This is an optimization exercise on Yosys and OpenROAD, whose aim is small area, a short achievable clock period and few clock cycles, not a production implementation. In this exercise RTL edits were held to simulation tests only and were not proved equivalent to the original. Power is estimated from default activity; no workload was simulated.

==> flow/design.v (excerpt) <==
module csa_core (
    input  wire        clk,
    input  wire        rst,           
    input  wire [15:0] limit,         
    output wire [4:0]  pmem_addr,
    input  wire [47:0] pmem_rdata,
    input  wire        in_valid,      
    input  wire [31:0] in_tick,       
    input  wire [31:0] in_code,       
    output wire        in_pop,        
    output reg         out_valid,
    output wire [31:0] out_data,
    output reg         done,
    output reg  [3:0]  status,
    output wire [31:0] tick,
    output reg  [15:0] icount,
    output reg  [31:0] acc,
    output reg  [31:0] pc
);
Size in the first run: roughly 5300 cells after synthesis, roughly 290 I/O pins, ~67000 sq um of cells after synthesis.
==> flow/config.mk <==
export PLATFORM = sky130hd
export DESIGN_NAME = csa_core
export DESIGN_NICKNAME = csa_core
export VERILOG_FILES = /design/flow/design.v
export SDC_FILE = /design/flow/constraint.sdc
export NUM_CORES = 4
export LEC_CHECK = 0
export CAP_MARGIN = 20
export CORE_MARGIN = 2
export CORE_UTILIZATION = 50
export SETUP_SLACK_MARGIN = 3.5
export SLEW_MARGIN = 20
export SYNTH_HIERARCHICAL = 1
export TNS_END_PERCENT = 5
==> flow/constraint.sdc <==
create_clock -name core_clock -period 7.0 [get_ports {clk}]
set_input_delay 1.4000 -clock core_clock [delete_from_list [all_inputs] [get_ports {clk}]]
set_output_delay 1.4000 -clock core_clock [all_outputs]
set_load 0.01 [all_outputs]
run.sh (not shown) runs the stock make flow with config.mk's settings and CLKGATE_MAP_FILE= SYNTH_SCRIPT=/design/flow/synth_recipe.tcl, a recipe that flattens the netlist after the stock synthesis.
Testbench counts at the start, summed over its fixed seeds: cycles 89,648.
Next try:
--- a/flow/design.v
+++ b/flow/design.v
@@ -243,25 +243,25 @@
     wire        poll_nx = sel_en && (sel_a == 5'd0);
     wire        fwd     = wr && (wa == sel_a);
     wire [31:0] opr_nx  = imm_nx  ? arg_nx :
                           poll_nx ? in_code :
                           fwd     ? wdata : rd_nx;
     assign in_pop = (state == S_EX) && !stale && hv_r && cr_pollok &&
                     (cont || (!lim_hit && !pc_oor));
     wire [4:0] pa_cur = (state == S_FETCH)  ? pc[4:0] :
                         (state == S_INTCHK) ? pc_np[4:0] :
                         (state == S_IRQ)    ? (vc_valid ? vc_v : 5'd0) :
                         (state == S_LDPC)   ? pc_src :
                                               npc[4:0];
-    assign pmem_addr = fa;
+    assign pmem_addr = (state == S_IRQ) ? (vc_v & {5{vc_valid}}) : fa;
     wire        az_nx  = (ex_done && op_load) ? opnd_z : (ex_done && op_add) ? sum_z : acc_z;
     wire        a0_nx  = (ex_done && op_load) ? opnd[0] : (ex_done && op_add) ? sum[0] : acc[0];
     wire        be_nx  = (ex_done && op_cmp) ? ge : be;
     wire        fast_push = irq_fast && !op_rets;
     wire [4:0]  tos1_b = (ex_done && op_call && !irq_fast) ? pc[4:0] + 5'd1 :
                          (ex_done && op_rets && !irq_fast) ? nos[4:0] + 5'd1 :
                          irq_ok ? irq_entry[4:0] + 5'd1 : tos[4:0] + 5'd1;
     wire [4:0]  tos1_nx = fast_push ? fast_entry[4:0] + 5'd1 : tos1_b;
     wire [4:0]  pa1    = pa_cur + 5'd1;
     wire [4:0]  vc1    = vc_v + 5'd1;
     wire [4:0]  pcf1   = ((state == S_IRQ) || irq_fast) ? vc1 : pa1;
     wire [3:0]  w_op   = pmem_rdata[43:40];
@@ -274,40 +274,44 @@
     wire [4:0]  w_npc  = w_tk ? pmem_rdata[4:0] : w_rt ? tos1_nx : pcf1;
     wire        w_plain = (f_fault == 4'd0) &&
                           (((w_op == OP_NOP) || (w_op == OP_EI) || (w_op == OP_DI) ||
                             (w_op == OP_JUMP) || (w_op == OP_JZ) || (w_op == OP_JNZ) ||
                             (w_op == OP_JBE) || (w_op == OP_JEV) ||
                             (w_op == OP_RET) || (w_op == OP_IRET)) ||
                            (((w_op == OP_LOAD) || (w_op == OP_ST) || (w_op == OP_ADD) ||
                              (w_op == OP_CMP)) &&
                             ((f_mode == M_I) || ((f_mode == M_D) && (pmem_rdata[31:5] == 27'd0) &&
                                                  (pmem_rdata[4:0] != 5'd0)))));
     wire        ie_nx   = irq_ok ? 1'b0 : ex_done ? (ie_eff && !irq_fast) : ie;
     wire        w_ie    = (w_op == OP_EI) || (w_op == OP_IRET) || (ie_nx && (w_op != OP_DI));
-    wire        w_due   = !stale && hv_r && !ht_hi &&
-                          (gap[20] || ((gap[19:3] == 17'd0) && (gap[2:0] <= f_k)));
+    wire        gap_sm  = gap[20] || (gap[19:0] == 20'd0);         
+    wire [5:1]  gle;                                             
+    generate
+        for (g = 1; g < 6; g = g + 1) begin : g_gle
+            assign gle[g] = gap_sm || ((gap[19:3] == 17'd0) && (gap[2:0] <= g));
+        end
+    endgenerate
+    wire        w_due   = !stale && hv_r && !ht_hi && gle[f_k];
     wire        fresh   = (state == S_FETCH) ||
                           (ex_done && !defer && !irq_slow && !(op_rets && ret_ptr && !irq_fast)) ||
                           (ic_act && !irq2) || (irq_ok && vc_inr);
     wire        pred_nx = fresh && w_plain && w_ie && w_due && !in_pop && vc_valid;
     wire [4:0]  fa_nx  = pred_nx ? vc_v :
         (state == S_FETCH)                   ? w_npc :
         (state == S_EX) ?
             ((stall || ex_half || ex_stop) ? fa :
              defer                               ? pc_np[4:0] :
-             irq_slow                            ? (vc_v & {5{vc_valid}}) :
              (op_rets && ret_ptr && !irq_fast)   ? tos[4:0] : w_npc) :
         (state == S_INTCHK) ?
-            (stall                               ? fa :
-             irq2                                ? (vc_v & {5{vc_valid}}) : w_npc) :
+            (stall                               ? fa : w_npc) :
         (state == S_IRQ) ?
             (!vc_valid                           ? pmem_rdata[4:0] :
              !irq_ok                             ? fa :
              vc_inr                              ? w_npc : 5'd0) :
         (state == S_LDPC)                    ? pmem_rdata[4:0] : fa;
     wire        icnt_inc = (ex_done && !defer) || ic_act;
     wire [2:0]  tk_inc = !ex_act  ? 3'd0 :
                          ex_stop  ? ex_stop_ticks :
                          cr_first ? (cr_x ? 3'd3 : 3'd5) : cr_k;
     wire        tk_cin = (ex_done && !defer && !irq_slow) || (ic_act && !irq2) || irq_ok;
     wire [19:0] tick_nx;
     csa_core_tick u_tick (.t(tick_r), .inc(tk_p), .s(tick_nx));
Outcome: The new run completed with no timing, DRC or antenna violations; worst hold slack is worse by 36 ps; die area rises by 0.43%; worst setup slack improved by 190 ps; sequential share of layout area barely changes; total power goes down by 3.9%; routed wire length goes down by about 2%.
Testbench counts after the change, summed over its fixed seeds: cycles 89,648.

-- re-timing with driven ports --
How much do the figures lean on ideal ports? The routed layouts below were timed once more, with nothing changed but the port constraints.
Step 1 assumes that a clkbuf_16 drives the clock port and a buf_2 every other input.
Step 2, shift: input delay + t, output delay - t, t = (earliest + latest rising clock arrival at the registers) / 2. This alone moves slack from input paths to output paths.
a / b / c = ideal / step 1 / step 2; a / b = the first two.
| run | shift t [ns] | setup slack, ns | worst setup path after step 2 | latest minus earliest clock arrival (ns) | slew at the worst register clock pin (ns) |
|---|---|---|---|---|---|
| the first run | 0.853 | 2.895 / 2.895 / 2.157 | input to register | 0.075 / 0.075 | 0.07 / 0.07 |
| the second run | 0.861 | 3.083 / 3.083 / 2.322 | input to register | 0.059 / 0.059 | 0.07 / 0.07 |
After both steps every run listed still meets setup and hold. For the second run, which loses most, drivers alone change the setup slack by 0.000 ns; drivers and shift together by -0.761 ns.
